What follows belongs to an exercise in optimizing a design on an open flow for small area, a short achievable clock period and few clock cycles per item; a production flow would make more cautious choices. RTL that was checked went through simulation tests only; none was proved equivalent to the original. Only the layout flow was run in runs 3 and 4; the RTL was not checked for function there. Power is estimated from default activity; no workload was simulated.

[design.v]
module gsm7_alpha (
    input  wire        clk,
    input  wire        rst,           
    input  wire        cmd_valid,
    output wire        cmd_ready,
    input  wire [2:0]  cmd_op,
    input  wire [15:0] cmd_len,
    input  wire        in_valid,
    output wire        in_ready,
    input  wire [31:0] in_data,
    output reg         out_valid,
    input  wire        out_ready,
    output wire [20:0] out_data,
    output reg         res_valid,
    input  wire        res_ready,
    output wire [7:0]  res_err,
    output wire [15:0] res_count
);
    reg         idle;         
    reg         inr;          
    reg         is_dec, is_val;
    reg  [1:0]  pol;
    reg         imm, ie1;
    reg  [10:0] rem;          
    reg         st;           
    reg         flt;          
    reg         r_v, s_v;
    reg  [10:0] r_e, s_e;
    reg  [13:0] od;
    reg  [4:0]  err;          
    reg  [11:0] cnt;
    assign cmd_ready = idle;
    assign in_ready  = inr;
    assign out_data  = {7'd0, od};
    assign res_err   = {3'd0, err};
    assign res_count = {4'd0, cnt};
    wire acc = in_valid && inr;
    wire [32:0] i_i = {is_dec, in_data};
    wire [3:0]  i_f;
    wire i_00_;
    wire i_01_;
    wire i_02_;
    wire i_03_;
    wire i_04_;
    wire i_05_;
    wire i_06_;
    wire i_07_;
    wire i_08_;
    wire i_09_;
    wire i_10_;
    wire i_11_;
    wire i_12_;
    wire i_13_;
    wire i_14_;
    wire i_15_;
    wire i_16_;
    wire i_17_;
    wire i_18_;
    wire i_19_;
    wire i_20_;
    wire i_21_;
    wire i_22_;
    wire i_23_;
    wire i_24_;
    wire i_25_;
    wire i_26_;
    wire i_27_;
    wire i_28_;
    wire i_29_;
    wire i_30_;
    wire i_31_;
    wire i_32_;
    wire i_33_;
    wire i_34_;
    wire i_35_;
    wire i_36_;
    wire i_37_;
    wire i_38_;
    wire i_39_;
    wire i_40_;
    wire i_41_;
    wire i_42_;
    wire i_43_;
    wire i_44_;
    wire i_45_;
    wire i_46_;
    wire i_in_bad;
    wire i_in_gk;
    wire i_in_lo;
    assign i_00_ = ~i_i[20];
    assign i_01_ = ~(i_i[17] | i_i[16]);
    assign i_02_ = i_i[19] | i_i[18];
    assign i_03_ = i_01_ & ~(i_02_);
    assign i_04_ = ~(i_03_ & i_00_);
    assign i_05_ = i_i[31] | i_i[29];
    assign i_06_ = i_05_ | i_i[30];
    assign i_07_ = i_i[26] | i_i[25];
    assign i_08_ = i_i[28] | i_i[27];
    assign i_09_ = i_08_ | i_07_;
    assign i_10_ = i_i[22] | i_i[21];
    assign i_11_ = i_i[24] | i_i[23];
    assign i_12_ = i_11_ | i_10_;
    assign i_13_ = i_12_ | i_09_;
    assign i_14_ = i_13_ | i_06_;
    assign i_15_ = ~(i_14_ | i_04_);
    assign i_16_ = ~(i_i[3] & i_i[2]);
    assign i_17_ = i_i[4] | ~(i_i[5]);
    assign i_18_ = i_17_ | i_16_;
    assign i_19_ = i_i[15] | i_i[14];
    assign i_20_ = i_i[0] | i_i[1];
    assign i_21_ = i_20_ | i_19_;
    assign i_22_ = i_21_ | i_18_;
    assign i_23_ = i_i[11] | i_i[10];
    assign i_24_ = i_i[8] | i_i[9];
    assign i_25_ = ~(i_24_ | i_23_);
    assign i_26_ = i_i[6] | ~(i_i[7]);
    assign i_27_ = i_i[12] | ~(i_i[13]);
    assign i_28_ = i_27_ | i_26_;
    assign i_29_ = i_28_ | ~(i_25_);
    assign i_30_ = ~(i_29_ | i_22_);
    assign i_31_ = ~(i_30_ & i_15_);
    assign i_f[0] = i_31_ & i_i[7];
    assign i_32_ = i_i[13] | i_i[12];
    assign i_33_ = i_32_ | i_19_;
    assign i_34_ = i_15_ & ~(i_33_);
    assign i_in_lo = i_34_ & i_25_;
    assign i_35_ = ~(i_i[12] & i_i[11]);
    assign i_36_ = i_i[14] & ~(i_i[13]);
    assign i_37_ = ~(i_36_ & i_i[15]);
    assign i_38_ = i_37_ | i_35_;
    assign i_39_ = i_38_ | i_04_;
    assign i_40_ = ~i_i[32];
    assign i_41_ = ~((i_03_ | i_00_) & i_40_);
    assign i_42_ = ~(i_41_ | i_14_);
    assign i_in_bad = ~((i_42_ & i_39_) | i_in_lo);
    assign i_43_ = i_i[9] & i_i[7];
    assign i_44_ = ~(i_43_ & i_i[8]);
    assign i_45_ = i_44_ | i_23_;
    assign i_46_ = i_45_ | ~(i_34_);
    assign i_in_gk = ~(i_46_ & i_31_);
    assign i_f[3:1] = { i_in_bad, i_in_lo, i_in_gk };
    wire [10:0] in_e = {i_f, in_data[6:0]};
    wire        r_bad = r_e[10];
    wire        r_lo  = r_e[9];
    wire        r_gk  = r_e[8];
    wire [7:0]  b     = r_e[7:0];
    wire        is_enc = !is_dec && !is_val;
    wire        esc    = st;
    wire        half   = st;
    wire        alla   = st;
    wire [12:0] t_i = {is_dec, st, st, r_e[9:0]};
    wire [15:0] t_y;
    wire t_000_;
    wire t_001_;
    wire t_002_;
    wire t_003_;
    wire t_004_;
    wire t_005_;
    wire t_006_;
    wire t_007_;
    wire t_008_;
    wire t_009_;
    wire t_010_;
    wire t_011_;
    wire t_012_;
    wire t_013_;
    wire t_014_;
    wire t_015_;
    wire t_016_;
    wire t_017_;
    wire t_018_;
    wire t_019_;
    wire t_020_;
    wire t_021_;
    wire t_022_;
    wire t_023_;
    wire t_024_;
    wire t_025_;
    wire t_026_;
    wire t_027_;
    wire t_028_;
    wire t_029_;
    wire t_030_;
    wire t_031_;
    wire t_032_;
    wire t_033_;
    wire t_034_;
    wire t_035_;
    wire t_036_;
    wire t_037_;
    wire t_038_;
    wire t_039_;
    wire t_040_;
    wire t_041_;
    wire t_042_;
    wire t_043_;
    wire t_044_;
    wire t_045_;
    wire t_046_;
    wire t_047_;
    wire t_048_;
    wire t_049_;
    wire t_050_;
    wire t_051_;
    wire t_052_;
    wire t_053_;
    wire t_054_;
    wire t_055_;
    wire t_056_;
    wire t_057_;
    wire t_058_;
    wire t_059_;
    wire t_060_;
    wire t_061_;
    wire t_062_;
    wire t_063_;
    wire t_064_;
    wire t_065_;
    wire t_066_;
    wire t_067_;
    wire t_068_;
    wire t_069_;
    wire t_070_;
    wire t_071_;
    wire t_072_;
    wire t_073_;
    wire t_074_;
    wire t_075_;
    wire t_076_;
    wire t_077_;
    wire t_078_;
    wire t_079_;
    wire t_080_;
    wire t_081_;
    wire t_082_;
    wire t_083_;
    wire t_084_;
    wire t_085_;
    wire t_086_;
    wire t_087_;
    wire t_088_;
    wire t_089_;
    wire t_090_;
    wire t_091_;
    wire t_092_;
    wire t_093_;
    wire t_094_;
    wire t_095_;
    wire t_096_;
    wire t_097_;
    wire t_098_;
    wire t_099_;
    wire t_100_;
    wire t_101_;
    wire t_102_;
    wire t_103_;
    wire t_104_;
    wire t_105_;
    wire t_106_;
    wire t_107_;
    wire t_108_;
    wire t_109_;
    wire t_110_;
    wire t_111_;
    wire t_112_;
    wire t_113_;
    wire t_114_;
    wire t_115_;
    wire t_116_;
    wire t_117_;
    wire t_118_;
    wire t_119_;
    wire t_120_;
    wire t_121_;
    wire t_122_;
    wire t_123_;
    wire t_124_;
    wire t_125_;
    wire t_126_;
    wire t_127_;
    wire t_128_;
    wire t_129_;
    wire t_130_;
    wire t_131_;
    wire t_132_;
    wire t_133_;
    wire t_134_;
    wire t_135_;
    wire t_136_;
    wire t_137_;
    wire t_138_;
    wire t_139_;
    wire t_140_;
    wire t_141_;
    wire t_142_;
    wire t_143_;
    wire t_144_;
    wire t_145_;
    wire t_146_;
    wire t_147_;
    wire t_148_;
    wire t_149_;
    wire t_150_;
    wire t_151_;
    wire t_152_;
    wire t_153_;
    wire t_154_;
    wire t_155_;
    wire t_156_;
    wire t_157_;
    wire t_158_;
    wire t_159_;
    wire t_160_;
    wire t_161_;
    wire t_162_;
    wire t_163_;
    wire t_164_;
    wire t_165_;
    wire t_166_;
    wire t_167_;
    wire t_168_;
    wire t_169_;
    wire t_170_;
    wire t_171_;
    wire t_172_;
    wire t_173_;
    wire t_174_;
    wire t_175_;
    wire t_176_;
    wire t_177_;
    wire t_178_;
    wire t_179_;
    wire t_180_;
    wire t_181_;
    wire t_182_;
    wire t_183_;
    wire t_184_;
    wire t_185_;
    wire t_186_;
    wire t_187_;
    wire t_188_;
    wire t_189_;
    wire t_190_;
    wire t_191_;
    wire t_192_;
    wire t_193_;
    wire t_194_;
    wire t_195_;
    wire t_196_;
    wire t_197_;
    wire t_198_;
    wire t_199_;
    wire t_200_;
    wire t_201_;
    wire t_202_;
    wire t_203_;
    wire t_204_;
    wire t_205_;
    wire t_206_;
    wire t_207_;
    wire t_208_;
    wire t_209_;
    wire t_210_;
    wire t_211_;
    wire t_212_;
    wire t_213_;
    wire t_214_;
    wire t_215_;
    wire t_216_;
    wire t_217_;
    wire t_218_;
    wire t_219_;
    wire t_220_;
    wire t_221_;
    wire t_222_;
    wire t_223_;
    wire t_224_;
    wire t_225_;
    wire t_226_;
    wire t_227_;
    wire t_228_;
    wire t_229_;
    wire t_230_;
    wire t_231_;
    wire t_232_;
    wire t_233_;
    wire t_234_;
    wire t_235_;
    wire t_236_;
    wire t_237_;
    wire t_238_;
    wire t_239_;
    wire t_240_;
    wire t_241_;
    wire t_242_;
    wire t_243_;
    wire t_244_;
    wire t_245_;
    wire t_246_;
    wire t_247_;
    wire t_248_;
    wire t_249_;
    wire t_250_;
    wire t_251_;
    wire t_252_;
    wire t_253_;
    wire t_254_;
    wire t_255_;
    wire t_256_;
    wire t_257_;
    wire t_258_;
    wire t_259_;
    wire t_260_;
    wire t_261_;
    wire t_262_;
    wire t_263_;
    wire t_264_;
    wire t_265_;
    wire t_266_;
    wire t_267_;
    wire t_268_;
    wire t_269_;
    wire t_270_;
    wire t_271_;
    wire t_272_;
    wire t_273_;
    wire t_274_;
    wire t_275_;
    wire t_276_;
    wire t_277_;
    wire t_278_;
    wire t_279_;
    wire t_280_;
    wire t_281_;
    wire t_282_;
    wire t_283_;
    wire t_284_;
    wire t_285_;
    wire t_286_;
    wire t_287_;
    wire t_288_;
    wire t_289_;
    wire t_290_;
    wire t_291_;
    wire t_292_;
    wire t_293_;
    wire t_294_;
    wire t_295_;
    wire t_296_;
    wire t_297_;
    wire t_298_;
    wire t_299_;
    wire t_300_;
    wire t_301_;
    wire t_302_;
    wire t_303_;
    wire t_304_;
    wire t_305_;
    wire t_306_;
    wire t_307_;
    wire t_308_;
    wire t_309_;
    wire t_310_;
    wire t_311_;
    wire t_312_;
    wire t_313_;
    wire t_314_;
    wire t_315_;
    wire t_316_;
    wire t_317_;
    wire t_318_;
    wire t_319_;
    wire t_320_;
    wire t_321_;
    wire t_322_;
    wire t_323_;
    wire t_324_;
    assign t_155_ = ~t_i[7];
    assign t_165_ = ~t_i[2];
    assign t_176_ = ~(t_i[3] | t_i[0]);
    assign t_186_ = ~(t_i[4] | t_i[1]);
    assign t_197_ = ~(t_186_ & t_176_);
    assign t_207_ = t_165_ & ~(t_197_);
    assign t_217_ = ~(t_207_ & t_155_);
    assign t_228_ = ~t_i[1];
    assign t_238_ = ~t_i[0];
    assign t_249_ = t_i[3] & t_i[2];
    assign t_260_ = t_238_ & ~(t_249_);
    assign t_262_ = t_228_ & ~(t_260_);
    assign t_263_ = t_i[0] | ~(t_i[4]);
    assign t_264_ = t_263_ | ~(t_262_);
    assign t_265_ = t_i[4] & t_i[3];
    assign t_266_ = t_i[0] & t_i[1];
    assign t_267_ = ~((t_266_ | t_i[2]) & t_265_);
    assign t_268_ = t_i[4] & ~(t_i[3]);
    assign t_269_ = ~(t_i[2] | t_i[1]);
    assign t_270_ = t_i[2] & t_i[1];
    assign t_271_ = ~(t_270_ | t_269_);
    assign t_272_ = t_i[2] & t_i[0];
    assign t_273_ = ~(t_i[2] | t_i[0]);
    assign t_274_ = t_273_ | t_272_;
    assign t_275_ = ~(t_274_ | t_271_);
    assign t_276_ = ~(t_275_ & t_268_);
    assign t_277_ = ~(t_276_ & t_197_);
    assign t_278_ = ~((t_267_ & t_155_) | t_277_);
    assign t_279_ = ~((t_264_ | t_155_) & t_278_);
    assign t_280_ = ~(t_279_ & t_217_);
    assign t_281_ = t_i[4] & ~(t_i[6]);
    assign t_282_ = ~(t_281_ & t_272_);
    assign t_283_ = t_i[9] & ~(t_i[8]);
    assign t_284_ = ~(t_283_ & t_i[5]);
    assign t_285_ = ~((t_282_ & t_280_) | t_284_);
    assign t_286_ = ~((t_i[3] & t_i[1]) | t_i[6]);
    assign t_287_ = ~(t_i[7] | t_i[6]);
    assign t_288_ = ~t_287_;
    assign t_289_ = ~(t_i[5] | t_i[1]);
    assign t_290_ = ~t_289_;
    assign t_291_ = ~((t_290_ & t_288_) | t_176_);
    assign t_292_ = ~((t_290_ | t_288_) & t_291_);
    assign t_293_ = t_i[7] & ~(t_i[6]);
    assign t_294_ = ~t_293_;
    assign t_295_ = t_i[0] & ~(t_i[4]);
    assign t_296_ = t_295_ & ~(t_i[1]);
    assign t_297_ = t_i[1] & ~(t_i[0]);
    assign t_298_ = t_297_ | t_268_;
    assign t_299_ = ~((t_298_ | t_296_) & t_294_);
    assign t_300_ = t_i[7] | ~(t_i[6]);
    assign t_301_ = t_186_ & ~(t_i[0]);
    assign t_302_ = ~t_301_;
    assign t_303_ = ~((t_302_ | t_294_) & (t_300_ | t_i[4]));
    assign t_304_ = t_299_ & ~(t_303_);
    assign t_305_ = ~((t_304_ & t_292_) | t_165_);
    assign t_306_ = t_286_ & ~(t_305_);
    assign t_307_ = t_285_ & ~(t_306_);
    assign t_308_ = t_i[4] & ~(t_i[2]);
    assign t_309_ = t_295_ | ~(t_263_);
    assign t_310_ = ~(t_309_ & t_i[1]);
    assign t_311_ = t_i[2] & ~(t_i[4]);
    assign t_312_ = t_311_ | t_308_;
    assign t_313_ = ~(t_312_ | t_310_);
    assign t_314_ = ~t_313_;
    assign t_315_ = ~t_i[3];
    assign t_316_ = t_i[4] & t_i[1];
    assign t_317_ = ~(t_316_ | t_186_);
    assign t_318_ = t_317_ & ~(t_315_);
    assign t_319_ = t_i[2] & ~(t_318_);
    assign t_320_ = ~((t_319_ & t_314_) | (t_308_ & t_275_));
    assign t_321_ = ~(t_i[0] | t_i[1]);
    assign t_322_ = t_165_ & ~(t_309_);
    assign t_323_ = t_322_ | ~(t_321_);
    assign t_324_ = t_i[0] & ~(t_249_);
    assign t_000_ = t_323_ & ~(t_324_);
    assign t_001_ = ~(t_289_ & t_i[3]);
    assign t_002_ = t_001_ | t_000_;
    assign t_003_ = t_320_ & ~(t_002_);
    assign t_004_ = ~t_i[5];
    assign t_005_ = ~((t_264_ & t_197_) | t_004_);
    assign t_006_ = t_i[4] | t_i[3];
    assign t_007_ = t_i[2] & ~(t_006_);
    assign t_008_ = ~(t_i[4] & t_i[2]);
    assign t_009_ = ~(t_266_ & t_i[3]);
    assign t_010_ = t_004_ & ~(t_009_);
    assign t_011_ = t_010_ & ~(t_008_);
    assign t_012_ = t_011_ | t_007_;
    assign t_013_ = t_012_ | t_005_;
    assign t_014_ = t_013_ | t_003_;
    assign t_015_ = t_i[7] & t_i[6];
    assign t_016_ = t_015_ & t_014_;
    assign t_017_ = t_004_ & ~(t_300_);
    assign t_018_ = ~t_i[4];
    assign t_019_ = t_266_ & ~(t_i[2]);
    assign t_020_ = t_i[2] & ~(t_266_);
    assign t_021_ = ~(t_020_ | t_019_);
    assign t_022_ = ~(t_i[6] | t_i[5]);
    assign t_023_ = ~t_022_;
    assign t_024_ = ~((t_023_ | t_i[0]) & (t_021_ | t_018_));
    assign t_025_ = ~t_024_;
    assign t_026_ = t_i[1] & ~(t_i[3]);
    assign t_027_ = t_i[3] & ~(t_i[1]);
    assign t_028_ = ~((t_027_ | t_026_) & t_238_);
    assign t_029_ = t_186_ | ~(t_272_);
    assign t_030_ = ~(t_029_ & t_006_);
    assign t_031_ = t_028_ & ~(t_030_);
    assign t_032_ = t_i[7] | t_i[4];
    assign t_033_ = t_274_ & ~(t_032_);
    assign t_034_ = ~((t_033_ & t_031_) | (t_025_ & t_017_));
    assign t_035_ = t_295_ & ~(t_i[3]);
    assign t_036_ = ~t_269_;
    assign t_037_ = ~((t_302_ & t_036_) | t_315_);
    assign t_038_ = ~t_i[6];
    assign t_039_ = ~((t_297_ & t_268_) | t_038_);
    assign t_040_ = t_039_ & ~(t_037_);
    assign t_041_ = t_i[5] & ~(t_040_);
    assign t_042_ = ~((t_035_ | t_294_) & t_041_);
    assign t_043_ = ~(t_042_ & t_034_);
    assign t_044_ = ~(t_043_ | t_016_);
    assign t_045_ = t_283_ & ~(t_044_);
    assign t_046_ = ~(t_045_ | t_307_);
    assign t_047_ = ~(t_i[3] | t_i[2]);
    assign t_048_ = ~(t_047_ & t_289_);
    assign t_049_ = t_i[5] & ~(t_i[4]);
    assign t_050_ = t_i[4] & ~(t_i[5]);
    assign t_051_ = t_i[9] | ~(t_i[8]);
    assign t_052_ = t_293_ & ~(t_051_);
    assign t_053_ = ~((t_050_ | t_049_) & t_052_);
    assign t_054_ = t_053_ | ~(t_048_);
    assign t_055_ = t_293_ & ~(t_271_);
    assign t_056_ = ~t_055_;
    assign t_057_ = ~(t_005_ | t_279_);
    assign t_058_ = t_207_ | t_038_;
    assign t_059_ = t_283_ & ~(t_058_);
    assign t_060_ = t_059_ & ~(t_057_);
    assign t_061_ = t_305_ | ~(t_321_);
    assign t_062_ = ~((t_249_ | t_i[5]) & t_297_);
    assign t_063_ = ~((t_i[5] & t_i[3]) | t_019_);
    assign t_064_ = t_063_ & ~(t_053_);
    assign t_065_ = t_287_ & ~(t_051_);
    assign t_066_ = ~((t_065_ & t_301_) | (t_064_ & t_062_));
    assign t_067_ = t_061_ & ~(t_066_);
    assign t_068_ = ~(t_067_ | t_060_);
    assign t_069_ = ~((t_056_ | t_046_) & t_068_);
    assign t_070_ = ~t_069_;
    assign t_071_ = t_315_ & ~(t_273_);
    assign t_072_ = t_i[5] & ~(t_071_);
    assign t_073_ = ~((t_072_ & t_036_) | (t_070_ & t_054_));
    assign t_074_ = t_046_ & ~(t_073_);
    assign t_y[14] = ~t_074_;
    assign t_075_ = ~t_186_;
    assign t_076_ = ~((t_075_ | t_165_) & t_038_);
    assign t_077_ = t_i[7] | ~(t_i[3]);
    assign t_078_ = t_077_ | ~(t_283_);
    assign t_079_ = t_076_ & ~(t_078_);
    assign t_080_ = t_079_ & t_024_;
    assign t_081_ = ~(t_080_ | t_067_);
    assign t_082_ = t_284_ | ~(t_266_);
    assign t_083_ = t_016_ & ~(t_082_);
    assign t_y[15] = t_083_ | ~(t_081_);
    assign t_084_ = t_004_ & ~(t_322_);
    assign t_085_ = ~(t_001_ & t_197_);
    assign t_086_ = ~((t_050_ & t_026_) | t_085_);
    assign t_087_ = t_086_ & ~(t_084_);
    assign t_088_ = t_i[11] | ~(t_i[12]);
    assign t_089_ = t_249_ | ~(t_281_);
    assign t_090_ = ~(t_089_ | t_088_);
    assign t_y[8] = t_090_ & ~(t_087_);
    assign t_091_ = t_267_ & ~(t_058_);
    assign t_092_ = ~t_i[11];
    assign t_093_ = ~((t_296_ & t_249_) | t_087_);
    assign t_094_ = t_091_ | t_207_;
    assign t_095_ = t_093_ & ~(t_094_);
    assign t_096_ = ~t_324_;
    assign t_097_ = ~(t_274_ & t_315_);
    assign t_098_ = t_260_ & ~(t_018_);
    assign t_099_ = ~((t_098_ & t_097_) | (t_096_ & t_i[1]));
    assign t_100_ = t_095_ & ~(t_099_);
    assign t_101_ = ~((t_i[5] & t_i[3]) | t_100_);
    assign t_102_ = ~(t_287_ & t_228_);
    assign t_103_ = ~(t_102_ | t_312_);
    assign t_104_ = t_103_ & ~(t_101_);
    assign t_105_ = ~((t_017_ & t_207_) | t_092_);
    assign t_106_ = t_105_ & ~(t_104_);
    assign t_107_ = t_249_ & ~(t_310_);
    assign t_108_ = t_107_ & ~(t_042_);
    assign t_109_ = t_106_ & ~(t_108_);
    assign t_110_ = ~t_265_;
    assign t_111_ = t_286_ & ~(t_270_);
    assign t_112_ = t_111_ & t_110_;
    assign t_113_ = t_022_ & ~(t_112_);
    assign t_114_ = t_i[2] & ~(t_i[1]);
    assign t_115_ = t_i[6] & ~(t_i[3]);
    assign t_116_ = ~((t_115_ & t_114_) | t_113_);
    assign t_117_ = t_093_ | t_032_;
    assign t_118_ = ~((t_117_ | t_116_) & t_109_);
    assign t_119_ = t_118_ & ~(t_092_);
    assign t_120_ = ~t_119_;
    assign t_121_ = ~((t_120_ | t_091_) & t_i[12]);
    assign t_122_ = t_i[6] & ~(t_091_);
    assign t_123_ = t_092_ & ~(t_122_);
    assign t_124_ = t_095_ | ~(t_123_);
    assign t_y[7] = t_124_ & ~(t_121_);
    assign t_125_ = ~((t_285_ & t_i[6]) | t_069_);
    assign t_126_ = ~t_i[12];
    assign t_127_ = t_i[10] | ~(t_y[15]);
    assign t_128_ = ~((t_127_ | t_y[14]) & t_126_);
    assign t_129_ = ~t_122_;
    assign t_130_ = ~(t_048_ | t_309_);
    assign t_131_ = t_i[6] & ~(t_011_);
    assign t_132_ = ~((t_131_ | t_130_) & (t_129_ | t_i[4]));
    assign t_133_ = ~t_132_;
    assign t_134_ = t_i[3] & ~(t_i[4]);
    assign t_135_ = t_i[2] & ~(t_268_);
    assign t_136_ = ~((t_135_ & t_022_) | t_134_);
    assign t_137_ = t_093_ & ~(t_136_);
    assign t_138_ = t_137_ | t_i[11];
    assign t_139_ = ~((t_138_ | t_133_) & t_i[12]);
    assign t_y[6] = ~((t_139_ | t_109_) & (t_128_ | t_125_));
    assign t_140_ = t_i[0] | ~(t_i[2]);
    assign t_141_ = ~(t_265_ & t_092_);
    assign t_142_ = t_141_ | t_023_;
    assign t_143_ = ~((t_142_ & t_120_) | (t_140_ & t_228_));
    assign t_144_ = t_132_ & ~(t_031_);
    assign t_145_ = t_i[11] | t_i[5];
    assign t_146_ = ~((t_145_ | t_144_) & t_i[12]);
    assign t_147_ = ~t_081_;
    assign t_148_ = t_074_ & ~(t_147_);
    assign t_149_ = t_300_ | ~(t_057_);
    assign t_150_ = ~(t_149_ | t_100_);
    assign t_151_ = ~t_150_;
    assign t_152_ = ~(t_041_ & t_155_);
    assign t_153_ = ~((t_152_ | t_095_) & t_151_);
    assign t_154_ = t_153_ | t_307_;
    assign t_156_ = ~(t_154_ | t_148_);
    assign t_y[5] = ~((t_156_ | t_128_) & (t_146_ | t_143_));
    assign t_157_ = ~(t_148_ | t_128_);
    assign t_158_ = ~((t_273_ & t_i[1]) | t_272_);
    assign t_159_ = ~((t_115_ | t_022_) & t_158_);
    assign t_160_ = t_238_ ? t_i[1] : t_004_;
    assign t_161_ = t_122_ & ~(t_160_);
    assign t_162_ = t_i[8] ? t_004_ : t_i[7];
    assign t_163_ = ~((t_162_ | t_161_) & (t_159_ | t_262_));
    assign t_164_ = t_263_ & ~(t_315_);
    assign t_166_ = t_164_ & ~(t_084_);
    assign t_167_ = t_i[7] & ~(t_111_);
    assign t_168_ = t_167_ & ~(t_166_);
    assign t_169_ = t_i[8] | ~(t_i[7]);
    assign t_170_ = ~(t_169_ | t_115_);
    assign t_171_ = t_165_ ? t_i[0] : t_170_;
    assign t_172_ = t_171_ & t_168_;
    assign t_173_ = ~((t_163_ & t_032_) | t_172_);
    assign t_174_ = ~t_109_;
    assign t_175_ = t_028_ & ~(t_272_);
    assign t_177_ = t_175_ | t_i[6];
    assign t_178_ = ~((t_177_ & t_009_) | (t_038_ & t_i[5]));
    assign t_179_ = t_159_ | t_i[4];
    assign t_180_ = t_178_ & ~(t_179_);
    assign t_181_ = ~((t_122_ & t_049_) | t_088_);
    assign t_182_ = ~((t_178_ | t_018_) & t_181_);
    assign t_183_ = ~((t_182_ | t_180_) & (t_174_ | t_126_));
    assign t_y[4] = ~((t_173_ & t_157_) | t_183_);
    assign t_184_ = t_i[4] | ~(t_i[8]);
    assign t_185_ = ~(t_122_ | t_077_);
    assign t_187_ = t_185_ | t_168_;
    assign t_188_ = ~t_i[8];
    assign t_189_ = t_110_ & ~(t_035_);
    assign t_190_ = ~((t_189_ | t_188_) & t_151_);
    assign t_191_ = t_076_ | t_317_;
    assign t_192_ = ~((t_191_ & t_190_) | (t_187_ & t_184_));
    assign t_193_ = t_122_ | t_022_;
    assign t_194_ = ~((t_273_ & t_i[1]) | t_313_);
    assign t_195_ = ~((t_194_ & t_193_) | t_315_);
    assign t_196_ = ~((t_023_ | t_320_) & t_181_);
    assign t_198_ = ~((t_196_ | t_195_) & (t_118_ | t_126_));
    assign t_y[3] = ~((t_192_ & t_157_) | t_198_);
    assign t_199_ = t_075_ & ~(t_020_);
    assign t_200_ = ~((t_281_ & t_266_) | t_301_);
    assign t_201_ = ~((t_199_ | t_i[3]) & t_200_);
    assign t_202_ = ~((t_201_ & t_004_) | (t_133_ & t_272_));
    assign t_203_ = t_202_ | t_091_;
    assign t_204_ = t_318_ | ~(t_193_);
    assign t_205_ = ~((t_204_ & t_165_) | t_088_);
    assign t_206_ = ~((t_205_ & t_203_) | (t_119_ & t_028_));
    assign t_208_ = ~(t_034_ & t_010_);
    assign t_209_ = ~(t_172_ | t_305_);
    assign t_210_ = t_209_ & t_208_;
    assign t_211_ = t_268_ | t_155_;
    assign t_212_ = t_008_ & ~(t_211_);
    assign t_213_ = t_212_ & t_072_;
    assign t_214_ = t_210_ & ~(t_213_);
    assign t_y[2] = ~((t_214_ & t_157_) | (t_206_ & t_128_));
    assign t_215_ = t_122_ & ~(t_014_);
    assign t_216_ = t_026_ & ~(t_308_);
    assign t_218_ = t_311_ | ~(t_009_);
    assign t_219_ = t_218_ | t_216_;
    assign t_220_ = ~(t_324_ & t_265_);
    assign t_221_ = t_295_ | t_092_;
    assign t_222_ = ~((t_221_ & t_023_) | (t_274_ & t_315_));
    assign t_223_ = ~((t_222_ & t_220_) | t_i[1]);
    assign t_224_ = ~((t_223_ & t_129_) | (t_219_ & t_022_));
    assign t_225_ = t_215_ | ~(t_224_);
    assign t_226_ = t_225_ | t_106_;
    assign t_227_ = t_095_ & ~(t_i[7]);
    assign t_229_ = ~((t_227_ | t_016_) & t_228_);
    assign t_230_ = t_i[1] & ~(t_227_);
    assign t_231_ = ~((t_095_ | t_155_) & t_230_);
    assign t_232_ = t_312_ & ~(t_260_);
    assign t_233_ = ~((t_232_ & t_170_) | (t_000_ & t_i[8]));
    assign t_234_ = ~((t_231_ | t_147_) & t_233_);
    assign t_235_ = t_229_ & ~(t_234_);
    assign t_y[1] = ~((t_235_ & t_157_) | (t_226_ & t_i[12]));
    assign t_236_ = ~(t_268_ & t_228_);
    assign t_237_ = t_i[7] & ~(t_134_);
    assign t_239_ = ~((t_237_ & t_236_) | (t_184_ & t_238_));
    assign t_240_ = ~((t_210_ & t_016_) | t_239_);
    assign t_241_ = ~((t_210_ | t_056_) & t_240_);
    assign t_242_ = t_321_ | t_i[5];
    assign t_243_ = t_242_ | t_165_;
    assign t_244_ = ~t_190_;
    assign t_245_ = t_i[0] & ~(t_114_);
    assign t_246_ = ~((t_036_ & t_188_) | t_i[4]);
    assign t_247_ = ~((t_269_ & t_i[8]) | (t_110_ & t_263_));
    assign t_248_ = t_247_ | t_246_;
    assign t_250_ = ~((t_248_ | t_279_) & (t_245_ | t_244_));
    assign t_251_ = ~((t_250_ & t_243_) | (t_241_ & t_151_));
    assign t_252_ = t_i[0] ? t_165_ : t_i[5];
    assign t_253_ = ~(t_252_ & t_119_);
    assign t_254_ = t_136_ & ~(t_228_);
    assign t_255_ = ~((t_215_ | t_238_) & t_254_);
    assign t_256_ = t_122_ & ~(t_i[4]);
    assign t_257_ = ~((t_256_ | t_i[0]) & (t_112_ | t_023_));
    assign t_258_ = t_257_ & ~(t_100_);
    assign t_259_ = t_092_ & ~(t_258_);
    assign t_261_ = ~((t_259_ & t_255_) | t_126_);
    assign t_y[0] = ~((t_261_ & t_253_) | (t_251_ & t_157_));
    assign t_y[13] = ~(t_121_ | t_120_);
    assign t_y[12:9] = { 3'h0, t_y[8] };
    wire [1:0]  cls   = t_y[15:14];      
    wire [13:0] t_d   = t_y[13:0];
    wire        alpha = cls[1] ^ cls[0];
    wire xd = r_lo && (b == 8'h0A || b == 8'h14 || b == 8'h28 || b == 8'h29 || b == 8'h2F ||
                       b == 8'h3C || b == 8'h3D || b == 8'h3E || b == 8'h40 || b == 8'h65);
    wire xe = (r_gk && b == 8'h2C) ||
              (r_lo && (b == 8'h0C || b == 8'h5B || b == 8'h5C || b == 8'h5D || b == 8'h5E ||
                        b == 8'h7B || b == 8'h7C || b == 8'h7D || b == 8'h7E));
    wire can_out = !out_valid || out_ready;
    wire pe      = r_v && !res_valid;
    wire go      = pe && can_out;
    wire f13  = r_bad;
    wire f14  = is_dec && !esc && b[7];
    wire fna  = is_enc && !alpha && (pol[0] == pol[1]);      
    wire flt_now = go && !flt && (f13 || f14 || fna);
    wire [4:0] f_code = {f13 || f14, 1'b0, f14 && !f13, f13 || (fna && pol[0]), f13 || (fna && !pol[0])};
    wire emit = !flt && (is_dec ? (esc || (b != 8'h1B && !b[7])) : (!is_val && (alpha || pol != 2'd2)));
    wire keep = !flt && !r_bad && (is_dec ? (esc && !xd) : (!is_val && xe && !half));
    wire cons = go && !keep;
    wire drained = ((rem == 11'd0) || imm) && !r_v && !s_v;
    wire tail    = !idle && is_dec && esc && !flt && drained;
    wire tail_go = tail && can_out;
    wire fin     = !idle && drained && !tail && !res_valid && can_out;
    wire r_v_n = cons ? (s_v || acc) : (r_v || acc);
    wire r_ld  = !r_v || cons;
    wire s_v_n = cons ? (s_v && acc) : (s_v || (r_v && acc));
    wire rem1  = (rem == 11'd1);
    wire c_op  = (cmd_op[2:1] == 2'b11);
    wire c_len = (cmd_len > 16'd1024);
    wire c_imm = c_op || c_len;
    always @(posedge clk) begin
        r_e <= ({11{r_ld && !s_v}} & in_e) | ({11{r_ld && s_v}} & s_e) | ({11{!r_ld}} & r_e);
        if (!s_v || cons)
            s_e <= in_e;
        if (go || tail_go)
            od <= tail ? 14'h00A0 : t_d;
        if (idle) begin
            is_dec <= (cmd_op == 3'd5);
            is_val <= (cmd_op == 3'd4);
            pol    <= cmd_op[1:0];
            imm    <= c_imm;
            ie1    <= !c_op;
            rem    <= cmd_len[10:0];
            st     <= (cmd_op == 3'd4) && (cmd_len != 16'd0);
            flt    <= 1'b0;
        end else begin
            rem <= rem - {10'd0, acc};
            if (go && !flt) begin
                if (is_dec)      st <= !esc && (b == 8'h1B);
                else if (is_val) st <= alla && alpha;
                else             st <= xe && !half;
            end
            if (flt_now) flt <= 1'b1;
            if (tail_go) st <= 1'b0;
        end
        if (rst) begin
            idle      <= 1'b1;
            inr       <= 1'b0;
            r_v       <= 1'b0;
            s_v       <= 1'b0;
            out_valid <= 1'b0;
            res_valid <= 1'b0;
            err       <= 5'd0;
            cnt       <= 12'd0;
        end else begin
            r_v <= r_v_n;
            s_v <= s_v_n;
            out_valid <= (go && emit) || tail_go || (out_valid && !out_ready);
            res_valid <= fin || (res_valid && !res_ready);
            if (idle)
                idle <= !cmd_valid;
            else if (fin)
                idle <= 1'b1;
            if (idle)
                inr <= cmd_valid && !c_imm && (cmd_len != 16'd0);
            else
                inr <= !imm && (rem != 11'd0) && !(rem1 && acc) && !(r_v_n && s_v_n);
            if (res_valid && res_ready)
                err <= 5'd0;
            else if (fin && imm)
                err <= {3'b100, ie1, 1'b0};
            else if (flt_now)
                err <= f_code;
            if (res_valid && res_ready)
                cnt <= 12'd0;
            else if (fin && (flt || is_val))
                cnt <= {11'd0, is_val && !imm && alla && !flt};
            else
                cnt <= cnt + {11'd0, out_valid && out_ready};
        end
    end
endmodule
[flow/run.sh]
#!/bin/bash
# The standard layout (standard.sh), with plain buf_1 cells as the port buffers
# instead of the default choice (repair_timing resizes them where timing needs it).
set -euo pipefail
bash standard.sh BUFFER_PORTS_ARGS="-buffer_cell sky130_fd_sc_hd__buf_1" finish > standard.log 2>&1
[standard.sh]
#!/bin/bash
# synth_recipe.tcl (not shown) runs the flow's synth.tcl, then flattens the netlist and writes it again
# the make line also repeats each setting of config.mk as NAME=value (left out here)
make -C /OpenROAD-flow-scripts/flow DESIGN_CONFIG=/design/flow/config.mk WORK_HOME=/design/flow/orfs CLKGATE_MAP_FILE= SYNTH_SCRIPT=/design/flow/synth_recipe.tcl "${@:-finish}"
[config.mk]
export PLATFORM = sky130hd
export DESIGN_NAME = gsm7_alpha
export DESIGN_NICKNAME = gsm7_alpha
export VERILOG_FILES = /design/flow/design.v
export SDC_FILE = /design/flow/constraint.sdc
export NUM_CORES = 4
export LEC_CHECK = 0
export ABC_AREA = 1
export CAP_MARGIN = 20
export CORE_MARGIN = 2
export CORE_UTILIZATION = 40
export CTS_BUF_LIST = sky130_fd_sc_hd__clkbuf_8
export CTS_CLUSTER_SIZE = 40
export SETUP_SLACK_MARGIN = 5
export SLEW_MARGIN = 20
[constraint.sdc]
create_clock -name core_clock -period 8.0 [get_ports {clk}]
set_input_delay 1.6000 -clock core_clock [delete_from_list [all_inputs] [get_ports {clk}]]
set_output_delay 1.6000 -clock core_clock [all_outputs]
set_load 0.01 [all_outputs]
==> results.txt, run 1 <==
Run status
The flow ran to the end and the layout has no timing, DRC or antenna violations.

Detailed routing
After detailed routing, the total wire length is about 17000 um. The top layer used by detailed routing is met4. The detail route stage leaves a number of antenna-violating nets equal to 0. In the routed design, unresolved DRC markers number 0. Dividing the detail-routed wire length by the instance count gives 16.3 um. The iteration count of the initial detailed-routing pass is 6. Wire segments on met2 add up to approximately 7400 um in the final route.

In the final routing, the length of wire on met1 measures ~6900 um. The total vias in the final route is between 5000 and 6000. In this run, the number of DRC markers left after iteration 0 of detailed routing was around 660. Detailed routing placed a total of between 1500 and 2000 um of wire on met3. In the routed layout, each cell is associated on average with a via count of 5.53.

Setup path
The critical path capture point type is a flop. The worst setup path is of the flop to flop kind. The worst endpoint required time is just over 8 ns. The buffering stage count on the worst path with inverters included is 4. The data arrival time of the critical path is 3.01 ns.

Walking the worst path, the cells encountered are buf_12 > inv_8 > ha_1 > inv_1 > nand2_1 > nand2_1 > nand3_1 > nand2_1 > nor2_1 > nor2_1 > nand2_1 > nand2_1 > nand2_1 > nand2_1 > nand3_1 > nand2_2 > nand4_1 > nand2_1 > inv_2 > nand2_1 > nor3_1 > nor2_1. On the critical path the largest part of the delay comes from simple AND/OR/NAND/NOR gates. On the critical path, the stage with the largest delay is an instance of dfxtp_4.

Along the worst path, the maximum fanout reaches 12. STA classifies the critical path startpoint as a flop. On the worst path, the slowest cell contributes a delay of 0.37 ns.

By instance count, the cell type seen most on the critical path is nand2_1.

Final layout
The total of fill cells in the finished design is 1388. After the last flow step, the layout net total stands at between 900 and 1000. The finished cells cover between 0.006 and 0.007 mm^2. The antenna diode count is 0.

The post-layout instance count excluding filler cells is approximately 1000. Relative to the synthesized area, the layout overhead comes to 16.7%. The fraction of layout cells with a size suffix above 1 is between 10% and 20%.

Clock tree
Clock tree synthesis inserted a total of 9 buffers. After clock tree synthesis, the clock-pin slew on the worst setup and hold paths is around 0.080 ns. Counting every sink on the clock net gives 73. The H-tree generated during clock tree synthesis spans 3 levels. Clock tree synthesis selected as its root buffer the cell clkbuf_8. The later pin in the worst-skew pair is clocked with a latency of ~0.37 ns. The TritonCTS clock tree is built. The number of buffers between clock root and the deepest sink is 2.

Floorplan
In this run the core area contains 42 standard-cell rows. For this design the top-level I/O count stands at 106. The floorplan step set the die width to 119 um. In this run the vertical extent of the chip is ~120 um. The core box area is about 0.013 mm^2. The initial utilization of the core area, before any placement, comes to ~41%. The die area is ~0.014 mm^2.

GRT
Global routing finished with a remaining overflow of 0. The wire length of the first global-routing pass is between 20000 and 30000 um. The number of antenna violations at the first check in global routing was 0.

The pin count of the biggest net entering global routing is 24. Global routing used between 20% and 30% of the available tracks across all layers. The via count of the first global-routing pass is 5189.

Power
For this design the ratio of total power to cell area is 152 mW/mm^2. Summed over all cells, the static leakage comes to roughly 2.6 nW. IR analysis of the VDD net gives a maximum drop of between 0.15 and 0.2 mV.

STA
Timing would allow up to about 0.35 GHz. Setup repair after global routing could not meet its margin everywhere. Hold is met by ~0.46 ns. The final-report max-slew violation count came to 0.

After routing, the total negative slack on setup checks comes to 0 ns. For the pin with the worst max-slew slack, the measured transition is 0.784 ns. Across the routed clock network, the largest skew measured is a little over 0.009 ns.

The worst setup margin is approximately 5.1 ns. Setup violations remaining at the end of the flow were counted as 0. For the finished layout, the period the worst path requires is 2.88 ns.

The count of final hold-check violations is 0. Of the available clock period, the critical path in the final layout requires between 30 and 40%. The worst pin sits at a relative slew slack of between 40% and 50%.

Synth
Counting distinct cell types in the post-synthesis netlist gives 48. The number of enable-type register cells in the synthesized netlist is 28. The fraction of the yosys area taken by sequential cells is between 30% and 40%.

The leading register cell type out of synthesis is dfxtp_1. Of the post-synthesis cell area, the dominant cell type holds between 10% and 20%. The synthesized instance count is about 770.

By count the netlist is led by 155 x nand2_1, 92 x nor2_1, 87 x inv_1, 55 x nand3_1, 46 x o21ai_0. The number of storage elements in the synthesis netlist is 73. The mean cell area of the mapped netlist is about 6.9 um^2. The cell type with the highest aggregate area in the netlist is dfxtp_1. For this run, the number of Yosys warnings is 1.

The cell with the most instances after synthesis is nand2_1. Summing every instance area after synthesis gives roughly 0.0053 mm^2. The share of flip-flops with an asynchronous set or reset after synthesis is 0%. Ranked by total cell area, the synthesized netlist is headed by dfxtp_1 17%, edfxtp_1 16%, nand2_1 11%.

Placement
The worst slack after detailed placement is around 4.5 ns. In this run the tool buffered the top-level ports with a little under 90 buffer cells. The final RePlAce weighted congestion is around 1.1. In this run the cell area measured after placement is roughly 0.0057 mm^2.

The total placed cells including tap cells is approximately 1000. The HPWL after detailed placement is between 10000 and 15000 um.

Flow run
Max-cap violations in this run came to 0.

Worst hold path
The type of the most critical hold path is flop to flop.
metal layers:
layer	vias up	global-route usage, %
li1	2775	-
met1	2562	30.9
met2	371	35.3
met3	87	7.14
met4	0	12.6
met5	-	0
cells in the final DEF (no fill, tap or decap), types with 8 or more instances in the layout:
| master | Yosys | layout |
|---|---|---|
| a21oi_1 | 41 | 38 |
| a31oi_1 | 8 | 8 |
| buf_1 | 1 | 87 |
| buf_4 | 27 | 16 |
| clkbuf_8 | 0 | 9 |
| conb_1 | 1 | 18 |
| dfxtp_1 | 45 | 38 |
| edfxtp_1 | 28 | 28 |
| ha_1 | 23 | 22 |
| inv_1 | 87 | 86 |
| inv_2 | 12 | 9 |
| nand2_1 | 155 | 149 |
| nand2_2 | 5 | 10 |
| nand3_1 | 55 | 54 |
| nand4_1 | 22 | 22 |
| nor2_1 | 92 | 88 |
| nor3_1 | 20 | 18 |
| nor4_1 | 13 | 13 |
| o211ai_1 | 16 | 16 |
| o21ai_0 | 46 | 44 |
| o21ai_1 | 6 | 8 |
timing repair:
item | CTS | global route
gates resized for setup | 18 | 39
pin swaps | 1 | 4
setup buffers | 5 | 10
hold buffers | 0 | 0
cloned | 0 | 1
setup endpoints to repair | 40 | 43
worst paths after layout:
path	start	cells after the start	endpoint	slack, ns
min	s_e[5]$_DFFE_PP_	2	r_e[5]$_DFF_P_	0.46
min reg2reg	s_e[5]$_DFFE_PP_	2	r_e[5]$_DFF_P_	0.46
max	r_e[1]$_DFF_P_	22	od[2]$_SDFFCE_PP0P_	5.12
max reg2reg	r_e[1]$_DFF_P_	22	od[2]$_SDFFCE_PP0P_	5.12
worst min-delay path, cell delays in order (launching register included):
cell and delay, ns:
edfxtp_1 0.33, nand2_1 0.05, o221ai_1 0.06
metrics by stage:
step                      total power, W  utilization [%]
after global placement          0.000618             43.4
after global routing            0.000994             47.4
after CTS                       0.000941             45.7
after detailed placement        0.000613             43.4
after floorplan                 0.000560                -
final                           0.000949             47.4
registers in the layout (all words and copies together), names as in the netlist, 2 cells and up:
signal and cells:
cnt 12, s_e 11, rem 11, pol 2, err 4, r_e 11, od 10
area by class of cell:
class / instances / area, um^2 / area share (%)
inverter: 99 / 398 / 6.39
clock buffer: 9 / 124 / 1.99
multi-input combinational: 577 / 3110 / 49.9
clock inverter: 7 / 95.1 / 1.53
timing repair buffer: 106 / 512 / 8.22
tap: 176 / 220 / 3.54
sequential: 73 / 1770 / 28.4
logic make-up (layout without fill, tap and decap cells):
family	Yosys count	count (layout)	share of synthesized area (%)
adder cells (fa/ha/maj)	23	23	5.40
buffers and inverters	139	221	12.0
XOR/XNOR	8	8	1.31
other	1	18	0.0703
AND/OR/NAND/NOR	390	390	33.6
flip-flops	73	73	32.7
AO/OA/AOI/OAI	138	138	15.0
report_power, final:
part | internal [W] | switching, W | leakage, nW
logic | 0.0000673 | 0.000137 | 1.82
clock network | 0.000176 | 0.000144 | 0.115
registers | 0.000404 | 0.0000199 | 0.650
Testbench counts, summed over its fixed seeds: cycles 38,358, items 35,725.
==> run 2, diff against run 1 <==
--- a/config.mk
+++ b/config.mk
@@ -11,5 +11,6 @@
 export CORE_UTILIZATION = 40
 export CTS_BUF_LIST = sky130_fd_sc_hd__clkbuf_8
 export CTS_CLUSTER_SIZE = 40
+export GPL_ROUTABILITY_DRIVEN = 0
 export SETUP_SLACK_MARGIN = 5
 export SLEW_MARGIN = 20
==> run 2 against run 1 <==
Against the previous run:
- still clean on timing, DRC and antenna
- clock-buffer cell count stayed put
- non-clock buffer count is 3 lower
- total power hardly changed
- via count is 1.6% higher
- wire length is 0.33% lower
- synthesized cell count stayed put
- critical path type unchanged
==> results.txt, run 2 <==
Run status
The run finished with no timing, DRC or antenna violations.

Setup path
Measured in cells, the most critical reg-to-reg path has a length of 17. The largest individual stage delay along the critical path comes from the cell dfxtp_1. In this run the worst path has a maximum fanout of 17. The register-to-register setup slack is just over 5 ns. The worst setup path is captured at a flop. The terminus of the critical flop-to-flop path is od[2]$_SDFFCE_PP0P_. Traced cell by cell, the critical path runs through buf_12 > inv_6 > ha_4 > inv_1 > nor2_4 > nand2_2 > nand3_2 > inv_1 > nor2_1 > inv_2 > o21ai_1 > o21ai_0 > a21oi_1 > o21ai_0 > nand2_1 > a31oi_1 > nor2_1. The startpoint of the lowest-slack register-to-register path is r_e[4]$_DFF_P_. The data arrival time of the critical path is about 3.1 ns.

The path type of the worst setup path is flop to flop. The worst stage delay on the critical path is ~0.33 ns. For the worst setup path, the data required time is between 8 and 9 ns. The kind of launch point of the worst setup path is a flop.

Synth
The mean cell area of the mapped netlist is a little under 7 um^2. For this run, the number of Yosys warnings is 1. Of the post-synthesis cell area, the dominant cell type holds around 17%. The synthesized instance count is between 700 and 800.

Yosys attributes the largest share of cell area to dfxtp_1 17%, edfxtp_1 16%, nand2_1 11%. Counting flops with an async set or reset pin after synthesis yields a share of 0%. In this run the cell area of the synthesized design comes to 0.00533 mm^2. The fraction of the yosys area taken by sequential cells is between 30% and 40%.

The number of storage elements in the synthesis netlist is between 70 and 80. In the synthesized netlist, the cells that appear most often are 155 x nand2_1, 92 x nor2_1, 87 x inv_1, 55 x nand3_1, 46 x o21ai_0. The synthesized netlist contains 48 unique library cells. The synthesized design spends more area on one cell type than any other, namely dfxtp_1. The synthesized design contains 28 enable-type register cells. In the synthesized netlist the dominant register cell turns out to be dfxtp_1.

The cell with the most instances after synthesis is nand2_1.

Floorplan
The core region is ~0.013 mm^2. The initial utilization of the core area, before any placement, comes to around two fifths. The floorplan step defined a die boundary enclosing between 0.01 and 0.015 mm^2. The number of placement rows is 42. Measured along the x axis, the die boundary spans roughly 120 um. In this run the vertical extent of the chip is approximately 120 um. roughly 110 I/O pins were placed.

Final layout
For this run, the number of standard cells in the final layout without fillers is 1044. The layout overhead on the synthesized area is 16.8%. In the final layout, the share of cells above drive strength 1 is approximately an eighth. Counting the fill cells in the layout gives around 1400. The total number of nets in the final design is 943. The number of antenna diodes in the final layout is 0. The number of flip-flops in the largest register is 12. The register bank with the most flops is cnt.

Leaving out fill and tap cells, the most frequent cell in the layout is nand2_1. The top cell types in the final layout, fill and taps aside, are 149 x nand2_1, 88 x inv_1, 88 x nor2_1.

GRT
The global routing stage identified its most utilized layer as met2. Entering global routing, the biggest net connects 24 pins. The first global-routing pass estimated around 27000 um of wire. The overall routing resource usage is a little under a quarter.

The met1 layer usage reported by global route is between 30% and 40%. The via count of the first global-routing pass is 5418. The remaining global-route overflow is 0. The global routing met3 resource utilization is between 7 and 8%. The number of antenna violations at the first check in global routing is 0.

The met2 track utilization from global routing is a little over a third.

STA
Derived from the worst setup path, the maximum achievable clock frequency is 0.346 GHz. For the final routed database, the setup TNS stands at 0 ns. The final-report max-slew violation count was 0. The post-route minimum period is 2.89 ns.

At the pin with the least slew margin, the transition time is about 0.68 ns. In this run the tightest slew margin relative to its limit is ~54%. The count of final hold-check violations was 0. The maximum clock skew at final layout is 0.0126 ns. The worst path uses between 30% and 40% of the clock period.

Setup repair after global routing could not meet its margin everywhere. Setup violations remaining at the end of the flow were counted as 0.

Detailed routing
The iteration count of the initial detailed-routing pass is 9. The total vias in the final route is 5886. After detailed routing, the number of vias per cell comes to 5.64. The post-detailed-route DRC marker count is 0. The average detailed-routed wire length per instance is about 16 um. The detail route stage leaves a number of antenna-violating nets equal to 0. The first routing iteration left between 600 and 700 violations. For this block, the routed nets add up to around 17000 um of wire.

Placement
Detailed placement ended at an HPWL of roughly 12000 um. The number of I/O port buffers is 87. The number of placed instances, taps included, is slightly above 1000.

Clock tree
In this run the deepest clock path goes through 2 buffers. The clock insertion delay at the later pin of the skew report is roughly 0.36 ns. TritonCTS built the clock tree. The hold buffer count at CTS is 0.

The number of sinks on the clock net is between 70 and 80. The H-tree level count is 3. The clock slew seen by the registers of the worst setup and hold paths is approximately 0.080 ns.

The clock root buffer master is clkbuf_8. Clock tree synthesis inserted a total of 9 buffers.

Power
The power density over the cells is between 150 and 200 mW/mm^2. The worst-case IR drop observed on VDD is 0.124 mV. The analysis attributes to cell leakage a power of 2.57 nW.

Worst hold path
The startpoint identified for the worst hold timing path is s_e[5]$_DFFE_PP_. The path class of the tightest hold or removal check is flop to flop. The hold-critical path depth is 2. The worst hold path terminates at r_e[5]$_DFF_P_.

Flow run
The number of violations of the max-capacitance limit is 0.
run 2: timing repair:
| item | CTS | global route |
|---|---|---|
| endpoints found under the setup margin | 40 | 41 |
| gates resized for setup | 14 | 46 |
| buffers inserted | 3 | 11 |
| pin swaps | 0 | 4 |
run 2: layout make-up:
| class | count | area [um^2] | share of cell area, % |
|---|---|---|---|
| clock buffer | 9 | 124 | 1.99 |
| inverter | 99 | 390 | 6.27 |
| timing repair buffer | 103 | 459 | 7.37 |
| clock inverter | 7 | 88.8 | 1.43 |
| sequential | 73 | 1770 | 28.4 |
| tap | 176 | 220 | 3.54 |
| multi-input combinational | 577 | 3180 | 51.0 |
run 2: through the flow:
stage	power (W)	instance area (um^2)	hold slack (ns)	worst slack, ns	utilization (%)
2_1_floorplan	0.000560	5400	0.429	5.03	-
3_3_place_gp	0.000614	5700	0.436	4.46	43.4
3_5_place_dp	0.000611	5700	0.445	4.45	43.4
4_1_cts	0.000931	5960	0.461	5.01	45.4
5_1_grt	0.000995	6230	0.494	4.97	47.4
6_report	0.000949	6230	0.458	5.11	47.4
run 2: per-layer routing:
layer,up-vias,part of all wire (%)
met5,-,0
met1,2572,40
met4,0,6.7
met3,125,11
met2,413,42
li1,2776,-
run 2: where the power goes:
group	switching (W)	internal [W]
logic	0.000139	0.0000676
registers	0.0000197	0.000404
clock network	0.000145	0.000173
total	0.000304	0.000645
run 2: worst max path at each step:
stage	depth (start not counted)	start	slack, ns	endpoint
after CTS	18	r_e[4]$_DFF_P_	5.01	od[5]$_SDFFCE_PP1P_
after detailed placement	19	r_e[2]$_DFF_P_	4.45	od[1]$_SDFFCE_PP0P_
after global routing	18	r_e[4]$_DFF_P_	4.97	od[5]$_SDFFCE_PP1P_
after floorplan	12	out_ready	5.03	cnt[11]$_SDFF_PP0_
final	17	r_e[4]$_DFF_P_	5.11	od[2]$_SDFFCE_PP0P_
after global placement	7	out_ready	4.46	r_e[0]$_DFF_P_
run 2: logic make-up after synthesis:
group	share of synthesized area, %
XOR/XNOR	1.31
adder cells (fa/ha/maj)	5.40
buffers and inverters	12.0
AND/OR/NAND/NOR	33.6
AO/OA/AOI/OAI	15.0
other	0.0703
flip-flops	32.7
run 2: worst max-delay path: cells and delay by family, from the launching register on:
family                   cells  cell delay [ns]
AND/OR/NAND/NOR              6             0.84
AO/OA/AOI/OAI                5             0.81
buffers and inverters        5             0.60
flip-flops                   1             0.33
adder cells (fa/ha/maj)      1             0.17
==> run 3, diff against run 2 <==
--- a/design.v
+++ b/design.v
@@ -813,8 +813,10 @@
     assign t_y[0] = ~((t_261_ & t_253_) | (t_251_ & t_157_));
     assign t_y[13] = ~(t_121_ | t_120_);
     assign t_y[12:9] = { 3'h0, t_y[8] };
-    wire [1:0]  cls   = t_y[15:14];      
-    wire [13:0] t_d   = t_y[13:0];
+    reg [15:0] tq;
+    always @(posedge clk) tq <= t_y;
+    wire [1:0]  cls   = tq[15:14];      
+    wire [13:0] t_d   = tq[13:0];
     wire        alpha = cls[1] ^ cls[0];
     wire xd = r_lo && (b == 8'h0A || b == 8'h14 || b == 8'h28 || b == 8'h29 || b == 8'h2F ||
                        b == 8'h3C || b == 8'h3D || b == 8'h3E || b == 8'h40 || b == 8'h65);
--- a/config.mk
+++ b/config.mk
@@ -11,6 +11,5 @@
 export CORE_UTILIZATION = 40
 export CTS_BUF_LIST = sky130_fd_sc_hd__clkbuf_8
 export CTS_CLUSTER_SIZE = 40
-export GPL_ROUTABILITY_DRIVEN = 0
 export SETUP_SLACK_MARGIN = 5
 export SLEW_MARGIN = 20
==> run 3 against run 2 <==
Against the previous run:
- still clean on timing, DRC and antenna
- global-route usage shrank 1.8 points
- critical path depth down 7
- non-clock buffer count decreased by 8
- largest power group unchanged
- fmax grew 0.30%
- critical path type is now input pin to flop
- worst hold slack improved by 0.0048 ns
- wire length increased by 1.2%
- sequential power increased by 17%
- clock power up 6.6%
- register-to-register slack improved by 0.12 ns
- total power increased by 8.9%
==> results.txt, run 3 <==
Run status
The run finished with no timing, DRC or antenna violations.

Synth
The count of yosys warnings during synthesis is 1. In the synthesized netlist, the number of instances is about 820. Sorting the synthesized cells by area gives the leading types as dfxtp_1 19%, edfxtp_1 14%, nand2_1 11%. The number of enable-type register cells in the synthesized netlist is 28. Summing every instance area after synthesis gives about 0.006 mm^2. The most used flip-flop cell after synthesis is dfxtp_1. The area share of the leading cell type in the synthesized netlist is between 10% and 20%. Counting distinct cell types in the post-synthesis netlist gives 49.

Ranked by instance count, the synthesized netlist is headed by 170 x nand2_1, 94 x inv_1, 89 x nor2_1, 57 x dfxtp_1, 50 x nand3_1. In this run the mean area of a mapped cell was 7.16 um^2. The cell with the most instances after synthesis is nand2_1.

Sequential elements use roughly 34% of the synthesized area. After synthesis, the share of flip-flops with an asynchronous set or reset is 0%. The cell type with the highest aggregate area in the netlist is dfxtp_1. The number of storage elements in the synthesis netlist is 85.

GRT
The via count of the first global-routing pass is between 5000 and 6000. The number of antenna violations at the first check in global routing came to 0. The first global-routing pass estimated 27500 um of wire.

The pin count of the biggest net entering global routing is 25. The overall routing resource usage is 21.9%. Global routing finished with a remaining overflow of 0.

STA
The count of final hold-check violations is 0. The post-route minimum period is 2.88 ns. The count of endpoints failing setup in the final report is 0. Based on the critical path, the design can be clocked at up to 0.347 GHz. The final-report max-slew violation count is 0. Setup repair after global routing left no endpoint under its margin. The slew at the pin closest to its max-slew limit is just over 0.7 ns. Across the routed clock network, the largest skew measured is around 0.010 ns. The sum of negative setup slack is 0 ns.

The final critical-path share of the clock period is a little over a third. The headroom to the max-slew limit is 52.3%.

Floorplan
Once the floorplan was initialized, standard cells occupied 40.6% of the core. The die covers around 0.016 mm^2. The die is between 100 and 150 um tall.

The number of placement rows is between 40 and 50. The region available for standard cell placement spans 0.0144 mm^2. In this run the horizontal extent of the chip is roughly 120 um. Pin placement for this block handled ~110 I/O pins.

Setup path
Following the worst setup path forward leads to its endpoint at cnt[10]$_SDFF_PP0_. Walking the worst path, the cells encountered are buf_1 > nand2_1 > inv_1 > ha_1 > ha_1 > nand2_1 > nor3_1 > nand3_1 > or2_2 > a21oi_1. The maximum net fanout on the critical path is 4. The startpoint identified for the worst register-to-register timing path is r_e[3]$_DFF_P_. At the worst endpoint, the arrival time is 3.18 ns.

STA puts the critical path data required time at between 8 and 9 ns. The critical path starts at out_ready. The path type of the worst setup path is input pin to flop. The register-to-register setup slack is about 5.2 ns.

The cell type of the slowest stage on the worst timing path is nor3_1. Measured in cells, the most critical reg-to-reg path has a length of 19. The critical path capture point type is a flop. The terminus of the critical flop-to-flop path is tq[4]$_DFF_P_. STA classifies the critical path startpoint as an input pin. The largest single stage delay on the critical path is 0.39 ns.

Placement
The number of I/O port buffers is 87. The total placed cells including tap cells is 1066. Detailed placement finished with a half-perimeter wire length of roughly 13000 um. Routability-driven placement finished with a final weighted congestion of 1.06.

Detailed routing
For this run, design rule violations remaining after detail routing come to 0. The number of antenna-violating nets in the routed design is 0. The total vias in the final route is roughly 5800. The average detailed-routed wire length per instance is 15.8 um.

The via density per instance is between 5 and 6. The iteration count of the initial detailed-routing pass is 5. In this run, the number of DRC markers left after iteration 0 of detailed routing was just under 500. The final routed wirelength across all metal layers is 17200 um.

Power
After layout, the design draws a total of approximately 0.0010 W. Per report_power, the combinational group accounts for between 10% and 20% of the total. The internal portion of total power is approximately 0.00071 W. In this run the power spent charging and discharging nets is about 0.00032 W.

The peak supply drop is about 0.11 mV. The power density over the cells is ~160 mW/mm^2. Net switching is between 30 and 40% of the power.

Sequential cells account for a little under half of the total power. For this design the static power due to leakage is between 2 and 3 nW. The share of total power dissipated in the clock network is roughly 33%.

Clock tree
The number of buffers between clock root and the deepest sink is 2. The tree built by TritonCTS fans out to 85 sinks. The number of buffers inserted during clock tree synthesis is 9. After clock tree synthesis, the flow added hold-fix buffers numbering 0. In this run the clock root is driven by a clkbuf_8. The H-tree level count is 3.

The clock insertion delay at the later pin of the skew report is 0.37 ns. The clock slew seen by the registers of the worst setup and hold paths is 0.09 ns. TritonCTS built the clock tree.

Final layout
The antenna diode count is 0. Excluding fillers, the count of instances in the completed layout stands at between 1000 and 1500. The total number of nets in the final design is around 1000. In the layout the commonest cells are 170 x nand2_1, 93 x inv_1, 89 x nor2_1. The area growth from synthesis to layout is 10.4%.

In the final layout, the registers with the most flip-flops are cnt: 12 flops, tq: 12 flops. The library cell used most frequently in the layout, excluding fill and tap cells, is nand2_1. The fraction of layout cells with a size suffix above 1 is around a tenth.

Worst hold path
Along the worst hold path, the cell count comes to 2. In this run the worst hold path is classified as flop to flop.

Flow run
The number of violations of the max-capacitance limit is 0.
run 3: cell count changes in the layout (fill, tap and decap cells not counted), moves of 5 or more:
cell     previous run  this run
ha_1               18        26
dfxtp_1            38        52
a31oi_1             8        17
inv_1              88        93
a21oi_1            38        28
buf_4              15         8
nand2_1           149       170
nand4_1            22        15
nor3_1             16        28
run 3: how the worst min path moves through the flow:
stage                     startpoint              to  slack (ns)
floorplan           s_e[7]$_DFFE_PP_  r_e[7]$_DFF_P_        0.43
global placement    s_e[7]$_DFFE_PP_  r_e[7]$_DFF_P_        0.43
finish              s_e[8]$_DFFE_PP_  r_e[8]$_DFF_P_        0.46
global route        s_e[8]$_DFFE_PP_  r_e[8]$_DFF_P_        0.48
detailed placement  s_e[7]$_DFFE_PP_  r_e[7]$_DFF_P_        0.44
CTS                 s_e[7]$_DFFE_PP_  r_e[7]$_DFF_P_        0.46
run 3: power groups by stage:
stage	sequential [W]	clock (W)	combinational, W
2_1_floorplan	0.000493	0	0.000148
3_3_place_gp	0.000504	0	0.000196
3_5_place_dp	0.000503	0	0.000193
4_1_cts	0.000493	0.000350	0.000194
5_1_grt	0.000497	0.000372	0.000223
6_report	0.000494	0.000339	0.000200
run 3: what timing repair did:
item | CTS | global route
gates resized for setup | 5 | 4
cloned | 0 | 0
endpoints found under the setup margin | 30 | 8
buffers inserted | 0 | 6
run 3: cell type report:
cell class / instances / area [um^2]
clock buffer: 9 / 124
fill: 1520 / 7960
multi-input combinational: 597 / 3200
tap: 184 / 230
sequential: 85 / 2000
inverter: 111 / 430
timing repair buffer: 95 / 387
clock inverter: 7 / 98.8
run 3: routing by layer:
layer | global-route usage (%) | vias to the layer above | part of all wire (%)
li1 | - | 2842 | -
met1 | 28.7 | 2594 | 44
met2 | 33.8 | 275 | 44
met3 | 5.48 | 45 | 8.1
met4 | 10.8 | 0 | 3.8
met5 | 0 | - | 0
run 3: stage by stage:
stage	cell area [um^2]	hold WS (ns)	setup slack [ns]	utilization, %
after floorplan	5920	0.431	5.05	-
after detailed placement	6180	0.444	4.72	42.9
after CTS	6410	0.465	5.12	44.4
final	6470	0.463	5.12	44.8
after global routing	6470	0.480	5.00	44.8
after global placement	6180	0.434	4.77	42.9
run 3: cells by family (layout without fill, tap and decap cells):
kind of cell,Yosys count,in the layout,synth area share [%]
simple gates,409,409,32.6
buf+inv,153,222,12.6
compound gates,135,135,14.0
flops,85,85,33.8
fa+ha+maj,26,26,5.56
xor+xnor,8,8,1.20
other cells,1,18,0.0640
mux,1,1,0.171
run 3: critical path: cells and delay by family:
kind / cells / cell delay (ns)
compound gates: 1 / 0.15
fa+ha+maj: 2 / 0.32
buf+inv: 2 / 0.15
simple gates: 5 / 0.96
==> run 4, diff against run 3 <==
==> flow/run.sh (replaced) <==
#!/bin/bash
# The standard layout (standard.sh), with plain buf_1 cells as the port buffers
# instead of the default choice (repair_timing resizes them where timing needs it).
set -euo pipefail
bash standard.sh BUFFER_PORTS_ARGS="-buffer_cell sky130_fd_sc_hd__buf_1" SETUP_SLACK_MARGIN=5.4 finish > standard.log 2>&1
==> run 4 against run 3 <==
Against the previous run:
- still clean on timing, DRC and antenna
- synthesized cell count did not move
- critical path depth rose by 2
- utilization rose by 3.1 points
- die area did not move
- final cell count rose by 1.6%
- area after synthesis did not move
- setup slack improved by 0.33 ns
==> results.txt, run 4 <==
Detailed routing
After detailed routing, the met3 layer carries between 1500 and 2000 um of wire. The detail route stage leaves a number of antenna-violating nets equal to 0. The post-detailed-route DRC marker count is 0. The iteration count of the initial detailed-routing pass is 5. After the first detailed-routing iteration, the DRC count stood at approximately 550. In this run the top signal layer used is met4.

After detailed routing, the number of vias per cell comes to 5.33.

Final layout
The commonest non-fill, non-tap cell in the layout is nand2_1. The top cell types in the final layout, fill and taps aside, are 164 x nand2_1, 91 x inv_1, 85 x nor2_1, 85 x buf_1, 48 x nand3_1. The total number of nets in the final design is around 1000. Of the cells placed in the final design, the portion with a size suffix greater than 1 is approximately 17%. The antenna diode count is 0. Relative to the synthesized area, the layout overhead comes to 18.1%.

Floorplan
The core box area is 0.0144 mm^2. The die covers ~0.016 mm^2. The floorplan step set the die height to 125 um.

Synth
The fraction of the yosys area taken by sequential cells is ~34%. The number of storage elements in the synthesis netlist is 85. The commonest cells after synthesis are 170 x nand2_1, 94 x inv_1, 89 x nor2_1, 57 x dfxtp_1, 50 x nand3_1. The synthesized design contains 28 enable-type register cells.

In the post-synthesis netlist, the cell with the most instances is nand2_1. In the post-synthesis netlist, the biggest area contributors are dfxtp_1 19%, edfxtp_1 14%, nand2_1 11%.

Clock tree
TritonCTS built the clock tree. At the later pin of the worst-skew pair, clock insertion delay measures ~0.37 ns. The number of clock buffers added by TritonCTS is 9.

The number of sinks on the clock net is 85. After clock tree synthesis, the clock-pin slew on the worst setup and hold paths is about 0.080 ns. The H-tree level count is 3. The clock root buffer master is clkbuf_8.

Setup path
The worst stage delay on the critical path is ~0.15 ns. Together, buffers and inverters on the worst path number 2. The maximum net fanout on the critical path is 4. The data arrival time of the critical path is around 2.8 ns. The top cell family by delay on the critical path is simple AND/OR/NAND/NOR gates. The worst setup path is of the input pin to flop kind.

STA
After routing, the total negative slack on setup checks comes to 0 ns. At the pin with the least slew margin, the transition time is roughly 0.84 ns. The count of final hold-check violations is 0. The upper clock frequency limit is slightly below 0.4 GHz. The final-report max-slew violation count was 0. The final critical-path share of the clock period is a little under a third.

GRT
The remaining global-route overflow is 0. The via count of the first global-routing pass is 5430. The number of antenna violations at the first check in global routing is 0.

The overall routing resource usage is ~23%.

Power
The leakage component of the power is between 2 and 3 nW.

Run status
The run finished with no timing, DRC or antenna violations.

Placement
Routability-driven placement finished with a final weighted congestion of 1.03. The HPWL after detailed placement is 13500 um.
## run 4: changes by cell type in the layout (fill, tap and decap cells not counted), moves of 3 or more
cell      delta
dfxtp_1      -9
dfxtp_2      +7
ha_1         -8
ha_4         +7
nor2_1       -4
nor4_1       -5
nor3_1       -4
nor4_2       +3
nand2_2      +3
buf_4       +15
nor3_4       +3
clkinv_4     -3
nand2_1      -6
## run 4: layout make-up
cell class	instances	area share, %
Timing Repair Buffer	112	7.83
Inverter	111	6.44
Sequential cell	85	29.1
Clock buffer	9	1.79
Tap cell	184	3.33
Multi-Input combinational cell	597	50.2
Clock inverter	7	1.30
## run 4: through the flow
stage | util (%) | setup slack [ns] | cells | total power (W) | cell area, um^2
floorplan | - | 5.32 | 835 | 0.000643 | 6110
global placement | 44.2 | 4.79 | 1066 | 0.000703 | 6370
detailed placement | 44.2 | 4.81 | 1066 | 0.000700 | 6370
CTS | 46.3 | 5.39 | 1088 | 0.00104 | 6680
global route | 48.0 | 5.34 | 1105 | 0.00110 | 6920
finish | 48.0 | 5.45 | 1105 | 0.00105 | 6920
## run 4: power breakdown
part / internal (W) / switching (W)
combinational: 0.0000746 / 0.000152
sequential: 0.000469 / 0.0000190
clock: 0.000175 / 0.000157
total: 0.000719 / 0.000328
## run 4: final timing paths
| check | start | to | slack, ns | depth (start not counted) |
|---|---|---|---|---|
| worst min register to register | s_e[8]$_DFFE_PP_ | r_e[8]$_DFF_P_ | 0.46 | 2 |
| worst min-delay path | s_e[8]$_DFFE_PP_ | r_e[8]$_DFF_P_ | 0.46 | 2 |
| worst max register to register | r_e[1]$_DFF_P_ | tq[5]$_DFF_P_ | 5.50 | 14 |
| worst max-delay path | in_valid | rem[10]$_DFF_P_ | 5.45 | 12 |
## run 4: cell families after synthesis
logic type | share of synthesized area (%)
buffers and inverters | 12.6
adders and majority gates | 5.56
other | 0.0640
DFF | 33.8
AOI/OAI and AO/OA | 14.0
muxes | 0.171
and+or+nand+nor | 32.6
xor gates and xnor gates | 1.20
## run 4: per-layer routing
layer	global-route usage [%]	up-vias
met1	30.2	2638
li1	-	2895
met2	35.4	298
met3	4.96	56
met4	9.22	0
met5	0	-
## run 4: worst min-delay path: stages (launching register included)
cell,delay [ns]
edfxtp_1,0.33
nand2_1,0.06
o211ai_2,0.05
## run 4: repair_timing
item | CTS | global route
hold buffers | 0 | 0
setup endpoints to repair | 67 | 55
pin swaps | 0 | 3
endpoints found under the hold margin | 0 | 0
gates resized for setup | 23 | 29
buffers inserted | 6 | 17

Setup slack of run 4, layout unchanged: 5.446 ns with ideal ports, 5.411 ns with driving cells assumed (clock clkbuf_16, inputs buf_2), 5.055 ns with port delays also shifted by the 0.401 ns mid clock arrival.
